Source: an optimization exercise on an open RTL-to-GDS flow (aim: small area, a short achievable clock period and few clock cycles). Production flows keep margins and buffers that such runs may drop.
At most, simulation tests tie the RTL to the original design; equivalence was not proved.

==> run D <==
// msfrx
module msfrx (
    input  wire        clk,
    input  wire        rst,           
    input  wire [1:0]  cmd,           
    input  wire        cancel,
    input  wire        rx_valid,
    input  wire [7:0]  rx_data,
    input  wire        rx_fault,
    output wire        rx_ready,
    output wire        busy,
    output wire        done,
    output wire        ok,
    output wire        err,
    output wire [3:0]  outcome,
    output reg  [8:0]  frame_len,
    input  wire [7:0]  rd_addr,
    output wire [7:0]  rd_data,
    output wire        trk1_present,
    output wire [8:0]  trk1_lo,
    output wire [8:0]  trk1_hi,
    output wire [8:0]  trk1_nf,
    output wire        trk2_present,
    output wire [8:0]  trk2_lo,
    output wire [8:0]  trk2_hi,
    output wire [8:0]  trk2_nf,
    output wire        trk3_present,
    output wire [8:0]  trk3_lo,
    output wire [8:0]  trk3_hi,
    output wire [8:0]  trk3_nf
);
Settings: LEC_CHECK=0, CAP_MARGIN=20, CORE_MARGIN=2, CORE_UTILIZATION=65, CTS_BUF_LIST=sky130_fd_sc_hd__clkbuf_16, CTS_CLUSTER_DIAMETER=80, CTS_CLUSTER_SIZE=28, PLACE_DENSITY=0.7, SETUP_SLACK_MARGIN=2.5, SLEW_MARGIN=20, SYNTH_HIERARCHICAL=1, SYNTH_MINIMUM_KEEP_SIZE=0; clock period 7.0 ns.
run.sh (not shown) runs the stock make flow with config.mk's settings and CLKGATE_MAP_FILE= SYNTH_SCRIPT=/design/flow/synth_recipe.tcl, a recipe that flattens the netlist after the stock synthesis.
==> inputs of run F, as changes to run D <==
--- a/flow/design.v
+++ b/flow/design.v
@@ -59,20 +59,11 @@
     assign busy     = (state != S_IDLE);
     assign outcome  = {1'b0, oc};
     assign done     = (state == S_IDLE) && (oc != OC_NONE);
     assign ok       = (oc == OC_FRAME);
     assign err      = (oc == OC_DECODE) || (oc == OC_TRANSPORT) || (oc == OC_OVERFLOW);
-    wire [255:0] rd_sel;
-    msfrx_rd_dec u_rd_dec (.addr(rd_addr), .sel(rd_sel));
-    reg  [7:0]  rd_or;
-    integer k;
-    always @(*) begin
-        rd_or = 8'd0;
-        for (k = 0; k < 256; k = k + 1)
-            rd_or = rd_or | (buf_mem[k] & {8{rd_sel[k]}});
-    end
-    assign rd_data = rd_or;
+    assign rd_data  = buf_mem[rd_addr];
     wire [8:0] end1 = {1'b0, hi1} + 9'd2;
     wire [8:0] end2 = {1'b0, hi2} + 9'd2;
     wire [8:0] lo2  = pres[0] ? end1 : 9'd1;
     wire [8:0] lo3  = pres[1] ? end2 : lo2;
     assign trk1_present = pres[0];
@@ -194,18 +185,5 @@
                 end
             endcase
         end
     end
 endmodule
-module msfrx_rd_dec (
-    input  wire [7:0]   addr,
-    output wire [255:0] sel
-);
-    wire [15:0] lo = 16'd1 << addr[3:0];
-    wire [15:0] hi = 16'd1 << addr[7:4];
-    genvar i;
-    generate
-        for (i = 0; i < 256; i = i + 1) begin : g_sel
-            assign sel[i] = hi[i / 16] & lo[i % 16];
-        end
-    endgenerate
-endmodule
- SETUP_SLACK_MARGIN: 2.5 -> 4.0
- SYNTH_HIERARCHICAL: 1 -> unset
- SYNTH_MINIMUM_KEEP_SIZE: 0 -> unset
==> inputs of run R, as changes to run D <==
--- a/flow/design.v
+++ b/flow/design.v
@@ -59,20 +59,11 @@
     assign busy     = (state != S_IDLE);
     assign outcome  = {1'b0, oc};
     assign done     = (state == S_IDLE) && (oc != OC_NONE);
     assign ok       = (oc == OC_FRAME);
     assign err      = (oc == OC_DECODE) || (oc == OC_TRANSPORT) || (oc == OC_OVERFLOW);
-    wire [255:0] rd_sel;
-    msfrx_rd_dec u_rd_dec (.addr(rd_addr), .sel(rd_sel));
-    reg  [7:0]  rd_or;
-    integer k;
-    always @(*) begin
-        rd_or = 8'd0;
-        for (k = 0; k < 256; k = k + 1)
-            rd_or = rd_or | (buf_mem[k] & {8{rd_sel[k]}});
-    end
-    assign rd_data = rd_or;
+    assign rd_data  = buf_mem[rd_addr];
     wire [8:0] end1 = {1'b0, hi1} + 9'd2;
     wire [8:0] end2 = {1'b0, hi2} + 9'd2;
     wire [8:0] lo2  = pres[0] ? end1 : 9'd1;
     wire [8:0] lo3  = pres[1] ? end2 : lo2;
     assign trk1_present = pres[0];
@@ -194,18 +185,5 @@
                 end
             endcase
         end
     end
 endmodule
-module msfrx_rd_dec (
-    input  wire [7:0]   addr,
-    output wire [255:0] sel
-);
-    wire [15:0] lo = 16'd1 << addr[3:0];
-    wire [15:0] hi = 16'd1 << addr[7:4];
-    genvar i;
-    generate
-        for (i = 0; i < 256; i = i + 1) begin : g_sel
-            assign sel[i] = hi[i / 16] & lo[i % 16];
-        end
-    endgenerate
-endmodule
- PLACE_DENSITY: 0.7 -> 0.8
- SETUP_SLACK_MARGIN: 2.5 -> 4.0
- SYNTH_HIERARCHICAL: 1 -> unset
- SYNTH_MINIMUM_KEEP_SIZE: 0 -> unset
==> inputs of run H, as changes to run D <==
--- a/flow/design.v
+++ b/flow/design.v
@@ -59,20 +59,11 @@
     assign busy     = (state != S_IDLE);
     assign outcome  = {1'b0, oc};
     assign done     = (state == S_IDLE) && (oc != OC_NONE);
     assign ok       = (oc == OC_FRAME);
     assign err      = (oc == OC_DECODE) || (oc == OC_TRANSPORT) || (oc == OC_OVERFLOW);
-    wire [255:0] rd_sel;
-    msfrx_rd_dec u_rd_dec (.addr(rd_addr), .sel(rd_sel));
-    reg  [7:0]  rd_or;
-    integer k;
-    always @(*) begin
-        rd_or = 8'd0;
-        for (k = 0; k < 256; k = k + 1)
-            rd_or = rd_or | (buf_mem[k] & {8{rd_sel[k]}});
-    end
-    assign rd_data = rd_or;
+    assign rd_data  = buf_mem[rd_addr];
     wire [8:0] end1 = {1'b0, hi1} + 9'd2;
     wire [8:0] end2 = {1'b0, hi2} + 9'd2;
     wire [8:0] lo2  = pres[0] ? end1 : 9'd1;
     wire [8:0] lo3  = pres[1] ? end2 : lo2;
     assign trk1_present = pres[0];
@@ -194,18 +185,5 @@
                 end
             endcase
         end
     end
 endmodule
-module msfrx_rd_dec (
-    input  wire [7:0]   addr,
-    output wire [255:0] sel
-);
-    wire [15:0] lo = 16'd1 << addr[3:0];
-    wire [15:0] hi = 16'd1 << addr[7:4];
-    genvar i;
-    generate
-        for (i = 0; i < 256; i = i + 1) begin : g_sel
-            assign sel[i] = hi[i / 16] & lo[i % 16];
-        end
-    endgenerate
-endmodule
- CORE_UTILIZATION: 65 -> 72
- PLACE_DENSITY: 0.7 -> 0.76
- SYNTH_HIERARCHICAL: 1 -> unset
- SYNTH_MINIMUM_KEEP_SIZE: 0 -> unset
==> summary.md <==
The effective utilization at floorplan is 72.8%, and the post-synthesis share of cell area spent on xor and xnor gates is 0.189%. The run finished with no timing, DRC or antenna violations. Summing every instance area after synthesis gives 0.0835 mm². Sorting the synthesized cells by area gives the leading types as edfxtp_1, mux4_2, mux2i_1. The logs give 37.0% for the combined global-route utilization of all metal layers and 0 for the total grt overflow. Sorting the synthesized cells by how often they occur yields edfxtp_1, mux4_2, nor2_1, mux2i_1, clkbuf_1. The final HPWL from detailed placement was 129 mm. The share of synthesized area spent on multiplexers was 14.1%; the synthesized area per cell was 19.1 µm².

The number of global-route vias before repair was 43,600.
the above is filed under run H

==> summary.md <==
Summed over all nets, the half-perimeter wirelength after detailed placement is 129 mm. The synthesized area per cell works out to 19.1 µm². The run finished with no timing, DRC or antenna violations. The worst path buffer plus inverter count is 3, and the netlist area before placement is 0.0835 mm². The number of global-route vias before repair is 46,500. By area the synthesized netlist is led by edfxtp_1, mux4_2, mux2i_1. For this run the aggregate overflow at the end of global routing stands at 0.

Of the total synthesized cell area, the portion taken by XOR and XNOR cells is 0.189%. Global routing's busiest layer: met2. Share of synthesized area spent on multiplexers: 14.1%. The commonest cells after synthesis are edfxtp_1, mux4_2, nor2_1, mux2i_1, clkbuf_1.
the above is filed under run R

==> summary.md <==
The flow ran to the end and the layout has no timing, DRC or antenna violations. The global placement routability congestion was 0.918. The wire-length estimate of the detail-placed layout is 131 mm. Summing the areas of all xor and xnor instances in the mapped netlist gives 0.189% of the synthesized area.

The most used flip-flop cell after synthesis is edfxtp_1. For this configuration, the core starts out at a cell density of 65.4%. The tools report the total grt overflow as 0. Counting instances in the post-synthesis netlist gives the leading cell types as edfxtp_1, mux4_2, nor2_1, mux2i_1, clkbuf_1. The synthesized netlist occupies a cell area of 0.0835 mm². Global routing used 34.3% of the available tracks across all layers. Share of synthesized area spent on multiplexers: 14.1%. In the post-synthesis netlist, the biggest area contributors are edfxtp_1, mux4_2, mux2i_1. The synthesized area per cell is 19.1 µm².

The number of global-route vias before repair was 43,700; the number of port buffers was 117.
the above is filed under run F

==> summary.md <==
The run gives 0.0798 mm² as the netlist area before placement. The tools report the halt point of the flow as global routing (5_1_grt). The effective utilization at floorplan was 65.5%. Measured against the total synthesized area, the mux share comes to 0.238%. A synthesized cell averages 16.6 µm². Once detailed placement completed, the half-perimeter wirelength came to 330 mm. The first error in the log reads "[ERROR GRT-0116] Global routing finished with congestion. Check the congestion regions in the DRC Viewer". Global routing used 79.7% of the available tracks. Ranked by total cell area, the synthesized netlist is headed by edfxtp_1, a22o_1, a221oi_1. The total overflow left after global routing is 17. Sorting the synthesized cells by how often they occur yields edfxtp_1, nor2_1, a22o_1, a221oi_1, clkbuf_1.

The run stopped with a tool error.
the above is filed under run D

Testbench counts of run F, summed over its fixed seeds: cycles 16,388.
Testbench counts of run R, summed over its fixed seeds: cycles 16,388.
Testbench counts of run H, summed over its fixed seeds: cycles 16,388.
The RTL of run D was laid out without a check of its function.

---

==> inputs of juniper <==
==> flow/design.v <==
module msfrx (
    input  wire        clk,
    input  wire        rst,           
    input  wire [1:0]  cmd,           
    input  wire        cancel,
    input  wire        rx_valid,
    input  wire [7:0]  rx_data,
    input  wire        rx_fault,
    output wire        rx_ready,
    output wire        busy,
    output wire        done,
    output wire        ok,
    output wire        err,
    output wire [3:0]  outcome,
    output reg  [8:0]  frame_len,
    input  wire [7:0]  rd_addr,
    output wire [7:0]  rd_data,
    output wire        trk1_present,
    output wire [8:0]  trk1_lo,
    output wire [8:0]  trk1_hi,
    output wire [8:0]  trk1_nf,
    output wire        trk2_present,
    output wire [8:0]  trk2_lo,
    output wire [8:0]  trk2_hi,
    output wire [8:0]  trk2_nf,
    output wire        trk3_present,
    output wire [8:0]  trk3_lo,
    output wire [8:0]  trk3_hi,
    output wire [8:0]  trk3_nf
);
    localparam [7:0] STX  = 8'h02;
    localparam [7:0] ETX  = 8'h03;
    localparam [7:0] CR   = 8'h15;
    localparam [7:0] TEND = 8'h3F;    
    localparam [2:0] OC_NONE       = 3'd0;
    localparam [2:0] OC_FRAME      = 3'd1;
    localparam [2:0] OC_DECODE     = 3'd2;
    localparam [2:0] OC_TRANSPORT  = 3'd3;
    localparam [2:0] OC_STOPPED    = 3'd4;
    localparam [2:0] OC_OVERFLOW   = 3'd5;
    localparam [1:0] S_IDLE = 2'd0;
    localparam [1:0] S_HUNT = 2'd1;
    localparam [1:0] S_DATA = 2'd2;
    localparam [1:0] D_EXPECT = 2'd0;
    localparam [1:0] D_BODY   = 2'd1;
    localparam [1:0] D_STOP   = 2'd2;
    localparam [1:0] D_FAULT  = 2'd3;
    reg [1:0] state;
    reg [2:0] oc;
    reg [1:0] dmode;
    reg [1:0] tn;          
    reg       nonascii;    
    reg [2:0] pres;
    reg [7:0] hi1, hi2, hi3;
    reg [7:0] nf1, nf2, nf3;
    reg [7:0] buf_mem [0:255];
    wire receiving = (state == S_HUNT) || (state == S_DATA);
    assign rx_ready = receiving && !cancel && !rst;
    assign busy     = (state != S_IDLE);
    assign outcome  = {1'b0, oc};
    assign done     = (state == S_IDLE) && (oc != OC_NONE);
    assign ok       = (oc == OC_FRAME);
    assign err      = (oc == OC_DECODE) || (oc == OC_TRANSPORT) || (oc == OC_OVERFLOW);
    wire [15:0] ra_lo = 16'd1 << rd_addr[3:0];
    wire [15:0] ra_hi = 16'd1 << rd_addr[7:4];
    reg  [7:0]  rd_or;
    integer k;
    always @(*) begin
        rd_or = 8'd0;
        for (k = 0; k < 256; k = k + 1)
            rd_or = rd_or | (buf_mem[k] & {8{ra_hi[k/16] & ra_lo[k%16]}});
    end
    assign rd_data = rd_or;
    wire [8:0] end1 = {1'b0, hi1} + 9'd2;
    wire [8:0] end2 = {1'b0, hi2} + 9'd2;
    wire [8:0] lo2  = pres[0] ? end1 : 9'd1;
    wire [8:0] lo3  = pres[1] ? end2 : lo2;
    assign trk1_present = pres[0];
    assign trk1_lo      = {8'd0, pres[0]};
    assign trk1_hi      = {1'b0, hi1};
    assign trk1_nf      = {1'b0, nf1};
    assign trk2_present = pres[1];
    assign trk2_lo      = pres[1] ? lo2 : 9'd0;
    assign trk2_hi      = {1'b0, hi2};
    assign trk2_nf      = {1'b0, nf2};
    assign trk3_present = pres[2];
    assign trk3_lo      = pres[2] ? lo3 : 9'd0;
    assign trk3_hi      = {1'b0, hi3};
    assign trk3_nf      = {1'b0, nf3};
    always @(posedge clk) begin
        if (!frame_len[8])
            buf_mem[frame_len[7:0]] <= rx_data;
    end
    wire b_etx  = (rx_data == ETX);
    wire b_cr   = (rx_data == CR);
    wire b_end  = (rx_data == TEND);
    wire b_s1   = (rx_data == 8'h25);    
    wire b_s2   = (rx_data == 8'h3B);    
    wire b_s3   = (rx_data == 8'h2B);    
    wire b_sep  = (tn == 2'd1) ? (rx_data == 8'h5E) :
                  (tn == 2'd2) ? (rx_data == 8'h3D) : (rx_data == 8'h24);
    always @(posedge clk) begin
        if (rst) begin
            state     <= S_IDLE;
            oc        <= OC_NONE;
            frame_len <= 9'd0;
            pres      <= 3'd0;
            hi1 <= 8'd0; hi2 <= 8'd0; hi3 <= 8'd0;
            nf1 <= 8'd0; nf2 <= 8'd0; nf3 <= 8'd0;
        end else begin
            case (state)
                S_IDLE: begin
                    if (!cancel && cmd == 2'd1) begin
                        oc        <= OC_NONE;
                        frame_len <= 9'd0;
                        pres      <= 3'd0;
                        hi1 <= 8'd0; hi2 <= 8'd0; hi3 <= 8'd0;
                        nf1 <= 8'd0; nf2 <= 8'd0; nf3 <= 8'd0;
                        dmode     <= D_EXPECT;
                        tn        <= 2'd1;
                        nonascii  <= 1'b0;
                        state     <= S_HUNT;
                    end
                end
                default: begin    
                    if (cancel || rx_fault || (rx_valid && state == S_DATA &&
                            !b_etx && !b_cr && frame_len[8])) begin
                        oc        <= cancel ? OC_STOPPED :
                                     rx_fault ? OC_TRANSPORT : OC_OVERFLOW;
                        frame_len <= 9'd0;
                        pres      <= 3'd0;
                        hi1 <= 8'd0; hi2 <= 8'd0; hi3 <= 8'd0;
                        nf1 <= 8'd0; nf2 <= 8'd0; nf3 <= 8'd0;
                        state     <= S_IDLE;
                    end else if (rx_valid) begin
                        if (state == S_HUNT) begin
                            if (rx_data == STX)
                                state <= S_DATA;
                        end else if (b_etx) begin
                            state <= S_IDLE;
                            if (dmode == D_FAULT) begin
                                oc   <= OC_DECODE;
                                pres <= 3'd0;
                                hi1 <= 8'd0; hi2 <= 8'd0; hi3 <= 8'd0;
                                nf1 <= 8'd0; nf2 <= 8'd0; nf3 <= 8'd0;
                            end else begin
                                oc <= OC_FRAME;
                                if (dmode == D_BODY) begin
                                    if (tn == 2'd1) nf1 <= 8'd0;
                                    if (tn == 2'd2) nf2 <= 8'd0;
                                    if (tn == 2'd3) nf3 <= 8'd0;
                                end
                            end
                        end else if (!b_cr) begin
                            frame_len <= frame_len + 9'd1;
                            case (dmode)
                                D_EXPECT: begin
                                    if (tn == 2'd1 && b_s1) begin
                                        dmode <= D_BODY; tn <= 2'd1; nf1 <= 8'd1;
                                    end else if (tn != 2'd3 && b_s2) begin
                                        dmode <= D_BODY; tn <= 2'd2; nf2 <= 8'd1;
                                    end else if (b_s3) begin
                                        dmode <= D_BODY; tn <= 2'd3; nf3 <= 8'd1;
                                    end else begin
                                        dmode <= D_STOP;
                                    end
                                    nonascii <= 1'b0;
                                end
                                D_BODY: begin
                                    if (b_end) begin
                                        if (nonascii) begin
                                            dmode <= D_FAULT;
                                        end else begin
                                            if (tn == 2'd1) begin pres[0] <= 1'b1; hi1 <= frame_len[7:0]; end
                                            if (tn == 2'd2) begin pres[1] <= 1'b1; hi2 <= frame_len[7:0]; end
                                            if (tn == 2'd3) begin pres[2] <= 1'b1; hi3 <= frame_len[7:0]; end
                                            if (tn == 2'd3) dmode <= D_STOP;
                                            else            dmode <= D_EXPECT;
                                            tn <= tn + 2'd1;
                                        end
                                    end else begin
                                        if (rx_data[7]) nonascii <= 1'b1;
                                        if (b_sep) begin
                                            if (tn == 2'd1) nf1 <= nf1 + 8'd1;
                                            if (tn == 2'd2) nf2 <= nf2 + 8'd1;
                                            if (tn == 2'd3) nf3 <= nf3 + 8'd1;
                                        end
                                    end
                                end
                                default: ;
                            endcase
                        end
                    end
                end
            endcase
        end
    end
endmodule
==> flow/run.sh <==
#!/bin/bash
# synth_recipe.tcl (not shown) runs the flow's synth.tcl, then flattens the netlist and writes it again
# the make line also repeats each setting of config.mk as NAME=value (left out here)
make -C /OpenROAD-flow-scripts/flow DESIGN_CONFIG=/design/flow/config.mk WORK_HOME=/design/flow/orfs CLKGATE_MAP_FILE= SYNTH_SCRIPT=/design/flow/synth_recipe.tcl finish
==> flow/config.mk <==
export PLATFORM = sky130hd
export DESIGN_NAME = msfrx
export DESIGN_NICKNAME = msfrx
export VERILOG_FILES = /design/flow/design.v
export SDC_FILE = /design/flow/constraint.sdc
export NUM_CORES = 4
export LEC_CHECK = 0
export CAP_MARGIN = 20
export CORE_MARGIN = 2
export CORE_UTILIZATION = 65
export CTS_BUF_LIST = sky130_fd_sc_hd__clkbuf_4 sky130_fd_sc_hd__clkbuf_8
export PLACE_DENSITY = 0.7
export SETUP_SLACK_MARGIN = 2.5
export SLEW_MARGIN = 20
==> flow/constraint.sdc <==
create_clock -name core_clock -period 7.0 [get_ports {clk}]
set_input_delay 1.4000 -clock core_clock [delete_from_list [all_inputs] [get_ports {clk}]]
set_output_delay 1.4000 -clock core_clock [all_outputs]
set_load 0.01 [all_outputs]
==> amber (differences from juniper) <==
--- a/flow/design.v
+++ b/flow/design.v
@@ -61,16 +61,7 @@
     assign done     = (state == S_IDLE) && (oc != OC_NONE);
     assign ok       = (oc == OC_FRAME);
     assign err      = (oc == OC_DECODE) || (oc == OC_TRANSPORT) || (oc == OC_OVERFLOW);
-    wire [15:0] ra_lo = 16'd1 << rd_addr[3:0];
-    wire [15:0] ra_hi = 16'd1 << rd_addr[7:4];
-    reg  [7:0]  rd_or;
-    integer k;
-    always @(*) begin
-        rd_or = 8'd0;
-        for (k = 0; k < 256; k = k + 1)
-            rd_or = rd_or | (buf_mem[k] & {8{ra_hi[k/16] & ra_lo[k%16]}});
-    end
-    assign rd_data = rd_or;
+    assign rd_data  = buf_mem[rd_addr];
     wire [8:0] end1 = {1'b0, hi1} + 9'd2;
     wire [8:0] end2 = {1'b0, hi2} + 9'd2;
     wire [8:0] lo2  = pres[0] ? end1 : 9'd1;
==> results.toml <==
[logic_synthesis]
synthTopCellsByArea = "edfxtp_1 74%, mux4_2 11%, mux2i_1 2.8%"
synth_compound_area_share_pct = 4.14
synthAdderAreaFrac_pct = 0.255
synth_top_family_by_area = "multiplexers"
synthMuxAreaShare_pct = 14.1

[place]
gp_congestion = 0.890

[floorplanning]
die_h_um = 362

[global_route]
grt_pass1_wl_um = 310000
grt_max_degree = 197

[run_status]
outcome = "finished clean"
the above is filed under amber

==> results.toml <==
[run_status]
flow.stopped_at = "global routing (5_1_grt)"
outcome = "did not finish"
error = "[ERROR GRT-0116] Global routing finished with congestion. Check the congestion regions in the DRC Viewer."

[place]
gp_congestion = 1.33

[global_route]
grt_pass1_wl_um = 691000

[logic_synthesis]
synthTopCellsByArea = "edfxtp_1 76%, a22oi_1 4.2%, a32oi_1 2.5%"
the above is filed under juniper

Testbench counts of amber, summed over its fixed seeds: cycles 16,388.
For juniper, only the layout was checked, not whether the RTL still works.

-- static timing again, ports no longer ideal --
In the flow no input, the clock included, has a driving cell. The finished layouts below were timed again as built, in two steps.
Step 1, drivers: a clkbuf_16 drives clk and a buf_2 each remaining input, both assumed.
Step 2 adds t to the input delays and takes it off the output delays; t is the mean of the earliest and latest rising clock arrival at the registers after step 1. Input paths then give back, and output paths get back, about the clock's delay inside the block.
a / b / c = ideal ports / drivers / drivers and shift; a / b = the first two.
run | t, ns | slack for setup (ns) | worst setup path at the end | latest minus earliest clock arrival (ns)
run F | 0.818 | 1.688 / 1.335 / 1.335 | input to output | 0.037 / 0.037
run R | 0.812 | 1.557 / 1.159 / 1.159 | input to output | 0.062 / 0.062
run H | 0.810 | 1.403 / 1.183 / 1.183 | input to output | 0.056 / 0.056
amber | 1.079 | 1.587 / 1.222 / 1.222 | input to output | 0.064 / 0.064
After both steps setup and hold are still met in every run listed. The setup slack of run R, which loses most, moves by -0.398 ns with the drivers and by -0.398 ns with both steps.
